Context: an optimization exercise on an open-source flow, tuned for small area. The choices shown serve that exercise and are no tape-out recipe.
RTL that was checked went through simulation tests only; none was proved equivalent to the original.
No driver is modelled on the clock port, so clock power and skew are understated where the tree is cut down; a real chip needs a root buffer or a tree.
Power and IR drop assume default switching activity.

==> run a <==
==> flow/design.v <==
module rotary_index_mapper (
    input  wire [7:0] ch,
    output wire       found,
    output wire [5:0] slot
);
    wire digit  = (ch[7:4] == 4'h3) && (ch[3:0] <= 4'd9);
    wire letter = (ch[7:6] == 2'b01) && (ch[4:0] != 5'd0) && (ch[4:0] <= 5'd26);
    assign found = digit | letter;
    assign slot  = letter ? {1'b0, ch[4:0]} + 6'd9 : {2'b00, ch[3:0]};
endmodule
module stepper_step_sequencer (
    input  wire        clk,
    input  wire        rst_n,
    input  wire        cmd_valid,
    input  wire [15:0] cmd,
    output wire        cmd_ready,
    output reg         rsp_valid,
    output reg  [2:0]  rsp_status,
    output wire [3:0]  coil,
    input  wire        hall_in,
    output wire        halted,
    output wire [1:0]  sess_out,
    output wire [2:0]  hstate_out,
    output wire        hfail_phase_out,
    output wire [5:0]  pos_out,
    output wire [2:0]  idx_out,
    input  wire        cfg_len8,
    input  wire [31:0] cfg_pattern,
    input  wire [14:0] cfg_steps_per_rev,
    input  wire [15:0] cfg_steps_per_flap,
    input  wire [5:0]  cfg_home_index,
    input  wire [15:0] cfg_home_offset,
    input  wire [15:0] cfg_backoff_steps,
    input  wire        cfg_coarse_fine,
    input  wire        cfg_offset_calibrated,
    input  wire [15:0] cfg_t_sample,
    input  wire [15:0] cfg_t_move,
    input  wire [15:0] cfg_t_seek_fast,
    input  wire [15:0] cfg_t_seek_slow
);
    localparam [2:0] IDLE = 3'd0, FAST_SEEK = 3'd1, BACK_OFF = 3'd2, SLOW_SEEK = 3'd3,
                     HOMED = 3'd4, FAILED = 3'd5, OFFSET = 3'd6;
    localparam [2:0] P_STEP = 3'd0, P_WAIT = 3'd1, P_SMP0 = 3'd2, P_DECIDE = 3'd7;
    localparam [2:0] ST_OK = 3'd0, ST_ALREADY = 3'd1, ST_IGNORED = 3'd2, ST_REJECTED = 3'd3,
                     ST_INVALID_CHAR = 3'd4, ST_HOMING_TIMEOUT = 3'd5, ST_STARTUP_FAIL = 3'd6;
    reg [2:0]  hstate;
    reg        hfail;
    reg [1:0]  sess;
    reg        rdy;
    reg        on;         
    reg [2:0]  idx;
    reg [2:0]  phase;
    reg [15:0] tmr;
    reg [15:0] cnt;
    reg [1:0]  ones;       
    reg [5:0]  pos;
    reg [5:0]  cur;
    reg [5:0]  tgt;
    assign cmd_ready       = rdy;
    assign halted          = sess[1];
    assign sess_out        = sess;
    assign hstate_out      = hstate;
    assign hfail_phase_out = hfail;
    assign pos_out         = pos;
    assign idx_out         = idx;
    assign coil            = on ? cfg_pattern[idx*4 +: 4] : 4'b0000;
    wire boot_start = (hstate == IDLE);
    wire homing     = hstate[1] | (hstate[0] & ~hstate[2]);
    wire moving     = ~rdy & hstate[2] & ~hstate[1] & ~sess[1];
    wire seeking    = ~hstate[2] & hstate[0];
    wire in_offset  = (hstate == OFFSET);
    wire in_backoff = (hstate == BACK_OFF);
    wire ofs_neg    = cfg_home_offset[15];
    wire       ch_found;
    wire [5:0] ch_slot;
    rotary_index_mapper u_map (
        .ch   (cmd[7:0]),
        .found(ch_found),
        .slot (ch_slot)
    );
    wire       accept   = cmd_valid & rdy;
    wire       op_bad   = cmd[15] | (cmd[14:12] >= 3'd3);
    wire       op_nop   = ~op_bad & (cmd[13:12] == 2'd0);
    wire       op_home  = ~op_bad & (cmd[13:12] == 2'd1);
    wire       op_goto  = ~op_bad & cmd[13];
    wire       cur_eq   = ((rdy ? ch_slot : tgt) == cur);
    wire       at_tgt   = cur_eq;
    wire       go_move  = accept & op_goto & ch_found & ~at_tgt;
    wire       go_home  = boot_start | (accept & op_home);
    reg  [15:0] bound;
    always @(*) begin
        case (hstate)
            FAST_SEEK: bound = {cfg_steps_per_rev, 1'b0};
            BACK_OFF:  bound = cfg_backoff_steps;
            OFFSET:    bound = cfg_home_offset;
            default:   bound = cfg_steps_per_flap;
        endcase
    end
    wire at_bound = (cnt == bound);
    wire smp_phase = (phase != P_STEP) & (phase != P_WAIT) & (phase != P_DECIDE);
    wire timing    = (phase == P_WAIT) | (smp_phase & (phase != P_SMP0));
    reg  [15:0] t_ld;
    always @(*) begin
        if (phase != P_STEP)
            t_ld = cfg_t_sample;
        else if (moving)
            t_ld = cfg_t_move;
        else if (hstate == FAST_SEEK || (in_offset && !cfg_coarse_fine))
            t_ld = cfg_t_seek_fast;
        else
            t_ld = cfg_t_seek_slow;
    end
    wire        t_end   = (tmr == 16'd1);
    wire p_step   = (phase == P_STEP);
    wire p_decide = (phase == P_DECIDE);
    wire arrived  = cur_eq;
    wire h        = ones[1] & ones[0];
    wire hom_step = homing & p_step & ~((in_backoff | in_offset) & at_bound);
    wire mov_step = moving & p_step & ~arrived;
    wire step     = hom_step | mov_step;
    wire dir_up   = in_backoff | (in_offset & ~ofs_neg);    
    wire ok_end   = p_step & ((in_offset & at_bound) | (moving & arrived));
    wire found    = homing & p_decide & ~h;
    wire fail_end = homing & p_decide & h & at_bound;
    wire run_end  = ok_end | fail_end;
    wire bo_end   = p_step & in_backoff & at_bound;
    wire adv = p_step ? step : (timing ? t_end : (homing & ~p_step & ~(phase == P_WAIT)));
    wire flap_end = mov_step & at_bound;
    wire cur_step = flap_end | (hom_step & in_offset & cfg_offset_calibrated);
    wire cur_down = moving | ofs_neg;
    wire [5:0] cur_up_v = (cur[5] & cur[1] & cur[0]) ? 6'd0 : cur + 6'd1;
    wire [5:0] cur_dn_v = (cur == 6'd0) ? 6'd35 : cur - 6'd1;
    wire to_offset  = found & ~(hstate == FAST_SEEK & cfg_coarse_fine);
    wire cnt_ld_neg = to_offset & ofs_neg;
    wire cnt_ld     = go_home | go_move | found | bo_end | flap_end;
    wire cnt_ld_one = go_move | flap_end;
    always @(posedge clk) begin
        if (timing & ~t_end)
            tmr <= tmr - 16'd1;
        else
            tmr <= t_ld;
        if (cnt_ld)
            cnt <= {cfg_home_offset[14:0] & {15{cnt_ld_neg}}, cnt_ld_one};
        else if (step)
            cnt <= cnt + 16'd1;
        if (phase == P_SMP0)
            ones <= {1'b0, hall_in};
        else if (smp_phase & t_end & ~h)
            ones <= ones + {1'b0, hall_in};
        if (rdy)
            tgt <= ch_slot;
        if (to_offset)
            cur <= cfg_home_index;
        else if (cur_step)
            cur <= cur_down ? cur_dn_v : cur_up_v;
        if (ok_end)
            pos <= cur;
        if (!rst_n) begin
            hstate     <= IDLE;
            hfail      <= 1'b0;
            sess       <= 2'd0;
            rdy        <= 1'b0;
            on         <= 1'b0;
            idx        <= 3'd0;
            phase      <= P_STEP;
            rsp_valid  <= 1'b0;
            rsp_status <= ST_OK;
        end else begin
            if (adv)
                phase <= (phase == P_WAIT && !seeking) ? P_STEP : phase + 3'd1;
            if (step) begin
                on <= 1'b1;
                if (dir_up & ~moving)
                    idx <= {cfg_len8 & (idx[2] ^ (idx[1] & idx[0])), idx[1] ^ idx[0], ~idx[0]};
                else
                    idx <= {cfg_len8 & (idx[2] ^ ~(idx[1] | idx[0])), ~(idx[1] ^ idx[0]), ~idx[0]};
            end else if (run_end) begin
                on <= 1'b0;
            end
            if (go_home)
                hstate <= FAST_SEEK;
            else if (found)
                hstate <= (hstate == FAST_SEEK && cfg_coarse_fine) ? BACK_OFF : OFFSET;
            else if (bo_end)
                hstate <= SLOW_SEEK;
            else if (ok_end & in_offset)
                hstate <= HOMED;
            else if (fail_end)
                hstate <= FAILED;
            if (fail_end)
                hfail <= (hstate == SLOW_SEEK);
            rsp_valid <= 1'b0;
            if (accept) begin
                if (op_bad) begin
                    rsp_valid  <= 1'b1;
                    rsp_status <= ST_REJECTED;
                end else if (op_nop) begin
                    rsp_valid  <= 1'b1;
                    rsp_status <= ST_IGNORED;
                end else if (op_home) begin
                    rdy <= 1'b0;
                end else if (!ch_found) begin
                    rsp_valid  <= 1'b1;
                    rsp_status <= ST_INVALID_CHAR;
                end else if (at_tgt) begin
                    rsp_valid  <= 1'b1;
                    rsp_status <= ST_ALREADY;
                end else begin
                    rdy <= 1'b0;
                end
            end
            if (run_end) begin
                rsp_valid <= 1'b1;
                if (ok_end) begin
                    rsp_status <= ST_OK;
                    sess       <= 2'd1;
                    rdy        <= 1'b1;
                end else if (sess == 2'd0) begin
                    rsp_status <= ST_STARTUP_FAIL;
                    sess       <= 2'd2;
                end else begin
                    rsp_status <= ST_HOMING_TIMEOUT;
                    rdy        <= 1'b1;
                end
            end
        end
    end
endmodule
==> flow/flow/run.sh <==
#!/bin/bash
# The standard layout (standard.sh) with changes that only pick smaller cells:
#  - synthesis maps logic with an area-oriented ABC script (flow/synth.tcl,
#    flow/area.abc) and leaves adders to ABC (no ADDER_MAP_FILE); flip-flops
#    are mapped before ABC, so the registers are the standard synthesis's;
#  - the port buffers are buf_1 cells;
#  - the clock is buffered by four clkbuf_8 cells, one per band of
#    flip-flops, instead of an H-tree (flow/clock_buffers.tcl).
# make's output goes to standard_flow.log; each ORFS step logs under orfs/logs.
set -euo pipefail
W=$PWD
export AREA_ABC_SCRIPT=$W/flow/area.abc
export FLOW_SYNTH_TCL=$W/synth_recipe.tcl
export MY_CLK_PORT=clk MY_CLK_BUF=sky130_fd_sc_hd__clkbuf_8 MY_CLK_GROUPS=4
bash standard.sh \
  SYNTH_SCRIPT=$W/flow/synth.tcl \
  ADDER_MAP_FILE= \
  BUFFER_PORTS_ARGS="-buffer_cell sky130_fd_sc_hd__buf_1" \
  PRE_CTS_TCL=$W/flow/clock_buffers.tcl \
  finish > standard_flow.log 2>&1
==> flow/flow/area.abc <==
strash
&get -n
&dch -f
&nf -R 1000
&put
strash
&get -n
&dch -f
&nf -R 1000
&put
==> flow/flow/clock_buffers.tcl <==
# Used as PRE_CTS_TCL: replaces clock_tree_synthesis for this small design.
# The clock port drives MY_CLK_GROUPS clock buffers (cell MY_CLK_BUF), each
# placed at the centre of the group of flip-flop clock pins it drives; the
# groups split the flip-flops into vertical bands of equal size. Every
# flip-flop gets its clock through exactly one buffer, so skew stays small.
proc my_clock_buffers {} {
  set cell $::env(MY_CLK_BUF)
  set ngroups $::env(MY_CLK_GROUPS)
  set block [ord::get_db_block]
  set clknet [[$block findBTerm $::env(MY_CLK_PORT)] getNet]
  set netname [$clknet getName]
  set sinks {}
  foreach it [$clknet getITerms] {
    if { [$it isInputSignal] } {
      set inst [$it getInst]
      set loc [$inst getLocation]
      lappend sinks [list [lindex $loc 0] [lindex $loc 1] [$inst getName]/[[$it getMTerm] getName]]
    }
  }
  set sinks [lsort -integer -index 0 $sinks]
  set n [llength $sinks]
  set per [expr {($n + $ngroups - 1) / $ngroups}]
  set dbu [$block getDefUnits]
  for {set g 0} {$g < $ngroups} {incr g} {
    set grp [lrange $sinks [expr {$g * $per}] [expr {($g + 1) * $per - 1}]]
    if { [llength $grp] == 0 } { continue }
    set sx 0; set sy 0; set pins {}
    foreach s $grp {
      set sx [expr {$sx + [lindex $s 0]}]
      set sy [expr {$sy + [lindex $s 1]}]
      lappend pins [get_pins [lindex $s 2]]
    }
    set cx [expr {double($sx) / [llength $grp] / $dbu}]
    set cy [expr {double($sy) / [llength $grp] / $dbu}]
    puts "clock buffer clkbuf_my_$g: [llength $grp] sinks at ($cx, $cy)"
    insert_buffer -buffer_cell $cell -net $netname -load_pins $pins \
      -location [list $cx $cy] -buffer_name clkbuf_my_$g -net_name clknet_my_$g
  }
}

rename clock_tree_synthesis orfs_clock_tree_synthesis
proc clock_tree_synthesis {args} {
  my_clock_buffers
}
==> flow/flow/synth.tcl <==
# The standard synthesis (synth_recipe.tcl), with one change: ABC maps the
# combinational logic with an area-oriented script (area.abc). Flip-flops are
# mapped before ABC runs, so the registers are the standard synthesis's.
proc abc {args} {
  set i [lsearch -exact $args -script]
  if { $i >= 0 } {
    set args [lreplace $args [expr {$i+1}] [expr {$i+1}] $::env(AREA_ABC_SCRIPT)]
  }
  yosys abc {*}$args
}
source $::env(FLOW_SYNTH_TCL)
==> flow/standard.sh <==
#!/bin/bash
# synth_recipe.tcl (not shown) runs the flow's synth.tcl, then flattens the netlist and writes it again
# the make line also repeats each setting of config.mk as NAME=value (left out here)
make -C /OpenROAD-flow-scripts/flow DESIGN_CONFIG=/design/flow/config.mk WORK_HOME=/design/flow/orfs CLKGATE_MAP_FILE= SYNTH_SCRIPT=/design/flow/synth_recipe.tcl "${@:-finish}"
==> flow/config.mk <==
export PLATFORM = sky130hd
export DESIGN_NAME = stepper_step_sequencer
export DESIGN_NICKNAME = stepper_step_sequencer
export VERILOG_FILES = /design/flow/design.v
export SDC_FILE = /design/flow/constraint.sdc
export NUM_CORES = 4
export LEC_CHECK = 0
export ABC_AREA = 1
export CAP_MARGIN = 20
export CORE_MARGIN = 2
export CORE_UTILIZATION = 40
export SLEW_MARGIN = 20
==> flow/constraint.sdc <==
create_clock -name core_clock -period 20.0 [get_ports {clk}]
set_input_delay 4.0000 -clock core_clock [delete_from_list [all_inputs] [get_ports {clk}]]
set_output_delay 4.0000 -clock core_clock [all_outputs]
set_load 0.01 [all_outputs]
==> run b (differences from run a) <==
--- a/flow/design.v
+++ b/flow/design.v
@@ -83,8 +83,7 @@
     wire       op_nop   = ~op_bad & (cmd[13:12] == 2'd0);
     wire       op_home  = ~op_bad & (cmd[13:12] == 2'd1);
     wire       op_goto  = ~op_bad & cmd[13];
-    wire       cur_eq   = ((rdy ? ch_slot : tgt) == cur);
-    wire       at_tgt   = cur_eq;
+    wire       at_tgt   = (ch_slot == pos);
     wire       go_move  = accept & op_goto & ch_found & ~at_tgt;
     wire       go_home  = boot_start | (accept & op_home);
     reg  [15:0] bound;
@@ -92,7 +91,7 @@
         case (hstate)
             FAST_SEEK: bound = {cfg_steps_per_rev, 1'b0};
             BACK_OFF:  bound = cfg_backoff_steps;
-            OFFSET:    bound = cfg_home_offset;
+            OFFSET:    bound = cfg_home_offset ^ {16{ofs_neg}};
             default:   bound = cfg_steps_per_flap;
         endcase
     end
@@ -113,7 +112,7 @@
     wire        t_end   = (tmr == 16'd1);
     wire p_step   = (phase == P_STEP);
     wire p_decide = (phase == P_DECIDE);
-    wire arrived  = cur_eq;
+    wire arrived  = (cur == tgt);
     wire h        = ones[1] & ones[0];
     wire hom_step = homing & p_step & ~((in_backoff | in_offset) & at_bound);
     wire mov_step = moving & p_step & ~arrived;
@@ -128,10 +127,9 @@
     wire flap_end = mov_step & at_bound;
     wire cur_step = flap_end | (hom_step & in_offset & cfg_offset_calibrated);
     wire cur_down = moving | ofs_neg;
-    wire [5:0] cur_up_v = (cur[5] & cur[1] & cur[0]) ? 6'd0 : cur + 6'd1;
+    wire [5:0] cur_up_v = (cur == 6'd35) ? 6'd0 : cur + 6'd1;
     wire [5:0] cur_dn_v = (cur == 6'd0) ? 6'd35 : cur - 6'd1;
-    wire to_offset  = found & ~(hstate == FAST_SEEK & cfg_coarse_fine);
-    wire cnt_ld_neg = to_offset & ofs_neg;
+    wire cnt_ld_neg = found & ~(hstate == FAST_SEEK & cfg_coarse_fine) & ofs_neg;
     wire cnt_ld     = go_home | go_move | found | bo_end | flap_end;
     wire cnt_ld_one = go_move | flap_end;
     always @(posedge clk) begin
@@ -140,7 +138,7 @@
         else
             tmr <= t_ld;
         if (cnt_ld)
-            cnt <= {cfg_home_offset[14:0] & {15{cnt_ld_neg}}, cnt_ld_one};
+            cnt <= {{15{cnt_ld_neg}}, cnt_ld_neg | cnt_ld_one};
         else if (step)
             cnt <= cnt + 16'd1;
         if (phase == P_SMP0)
@@ -149,7 +147,9 @@
             ones <= ones + {1'b0, hall_in};
         if (rdy)
             tgt <= ch_slot;
-        if (to_offset)
+        if (go_move)
+            cur <= pos;
+        else if (go_home)
             cur <= cfg_home_index;
         else if (cur_step)
             cur <= cur_down ? cur_dn_v : cur_up_v;
==> flow/flow/run.sh (replaced) <==
#!/bin/bash
# The standard layout (standard.sh) with changes that only pick smaller cells:
#  - synthesis maps logic with an area-oriented ABC script (flow/synth.tcl,
#    flow/area.abc) and leaves adders to ABC (no ADDER_MAP_FILE);
#  - the port buffers are buf_1 cells;
#  - clock tree synthesis uses larger sink clusters and no dummy loads.
# make's output goes to standard_flow.log; each ORFS step logs under orfs/logs.
set -euo pipefail
W=$PWD
export AREA_ABC_SCRIPT=$W/flow/area.abc
export FLOW_SYNTH_TCL=$W/synth_recipe.tcl
bash standard.sh \
  SYNTH_SCRIPT=$W/flow/synth.tcl \
  ADDER_MAP_FILE= \
  BUFFER_PORTS_ARGS="-buffer_cell sky130_fd_sc_hd__buf_1" \
  CTS_ARGS="-sink_clustering_enable -repair_clock_nets -buf_list sky130_fd_sc_hd__clkbuf_16 -sink_clustering_size 80 -sink_clustering_max_diameter 500 -dont_use_dummy_load" \
  finish > standard_flow.log 2>&1
removed: flow/flow/clock_buffers.tcl
==> run c (differences from run a) <==
--- a/flow/flow/run.sh
+++ b/flow/flow/run.sh
@@ -4,14 +4,14 @@
 #    flow/area.abc) and leaves adders to ABC (no ADDER_MAP_FILE); flip-flops
 #    are mapped before ABC, so the registers are the standard synthesis's;
 #  - the port buffers are buf_1 cells;
-#  - the clock is buffered by four clkbuf_8 cells, one per band of
+#  - the clock is buffered by three clkbuf_16 cells, one per band of
 #    flip-flops, instead of an H-tree (flow/clock_buffers.tcl).
 # make's output goes to standard_flow.log; each ORFS step logs under orfs/logs.
 set -euo pipefail
 W=$PWD
 export AREA_ABC_SCRIPT=$W/flow/area.abc
 export FLOW_SYNTH_TCL=$W/synth_recipe.tcl
-export MY_CLK_PORT=clk MY_CLK_BUF=sky130_fd_sc_hd__clkbuf_8 MY_CLK_GROUPS=4
+export MY_CLK_PORT=clk MY_CLK_BUF=sky130_fd_sc_hd__clkbuf_16 MY_CLK_GROUPS=3
 bash standard.sh \
   SYNTH_SCRIPT=$W/flow/synth.tcl \
   ADDER_MAP_FILE= \
==> flow/flow/area.abc (replaced) <==
strash
&get -n
&dch -f
&nf -R 1000
&put
strash
&get -n
&dch -f
&nf -R 1000
&put
strash
&get -n
&dch -f
&nf -R 1000
&put
strash
&get -n
&dch -f
&nf -R 1000
&put
strash
&get -n
&dch -f
&nf -R 1000
&put
==> flow_summary_export.csv <==
group,metric,value,unit
outcome,status,"no timing/DRC/antenna violations",
final_layout,sh_seq_area,0.3062,
critical_path,crit_family,"simple AND/OR/NAND/NOR gates",
final_layout,nNetsFinal,949,
yosys,syn_inst,543,
critical_path,startpoint,"cmd[1]",
pwr,total_power,426.0,µW
global_routing,grt_pass1_vias,4599,
(the above is from run a)
==> flow_summary_export.csv <==
group,metric,value,unit
outcome,status,"no timing/DRC/antenna violations",
global_routing,grt_pass1_vias,4343,
final_layout,sh_seq_area,0.3062,
yosys,syn_inst,537,
yosys,synth_xor_area_frac,0.07887,
yosys,syn_area,0.004442,mm²
pwr,total_power,464.5,µW
final_layout,nNetsFinal,944,
critical_path,crit_family,"simple AND/OR/NAND/NOR gates",
(the above is from run c)
==> flow_summary_export.csv <==
group,metric,value,unit
pwr,total_power,551.2,µW
critical_path,startpoint,"cfg_pattern[25]",
global_routing,grt_pass1_vias,4808,
outcome,status,"no timing/DRC/antenna violations",
final_layout,nNetsFinal,958,
(the above is from run b)
Only the layout flow was run in run b; the RTL was not checked for function there. The clock cells of run a and run c come from the design's own scripts or RTL, not from TritonCTS.

## static timing again, ports no longer ideal
No port has a modelled driver above. Below, the same layouts with a new extraction and two added sets of constraints. Step 1: set_driving_cell puts a clkbuf_16 on clk and a buf_2 on each other input, an assumption about the parent block. Step 2 adds t to the input delays and takes it off the output delays; t is the mean of the earliest and latest rising clock arrival at the registers after step 1. Input paths then give back, and output paths get back, about the clock's delay inside the block. a / b / c = ideal ports / drivers / drivers and shift; a / b = the first two.
run | shift t [ns] | setup slack, ns | hold slack, ns | worst data-port slew with drivers (ns) | cell pins on the clock port's net
run a | 0.223 | 11.044 / 11.054 / 10.856 | 0.494 / 0.494 / 0.494 | 0.04 | 4
run b | 0.364 | 11.110 / 11.083 / 11.083 | 0.484 / 0.484 / 0.484 | 0.06 | 1
run c | 0.224 | 10.861 / 10.905 / 10.682 | 0.471 / 0.471 / 0.471 | 0.04 | 3
After both steps every run listed still meets setup and hold. For run a, which loses most, drivers alone change the setup slack by +0.010 ns; drivers and shift together by -0.188 ns.
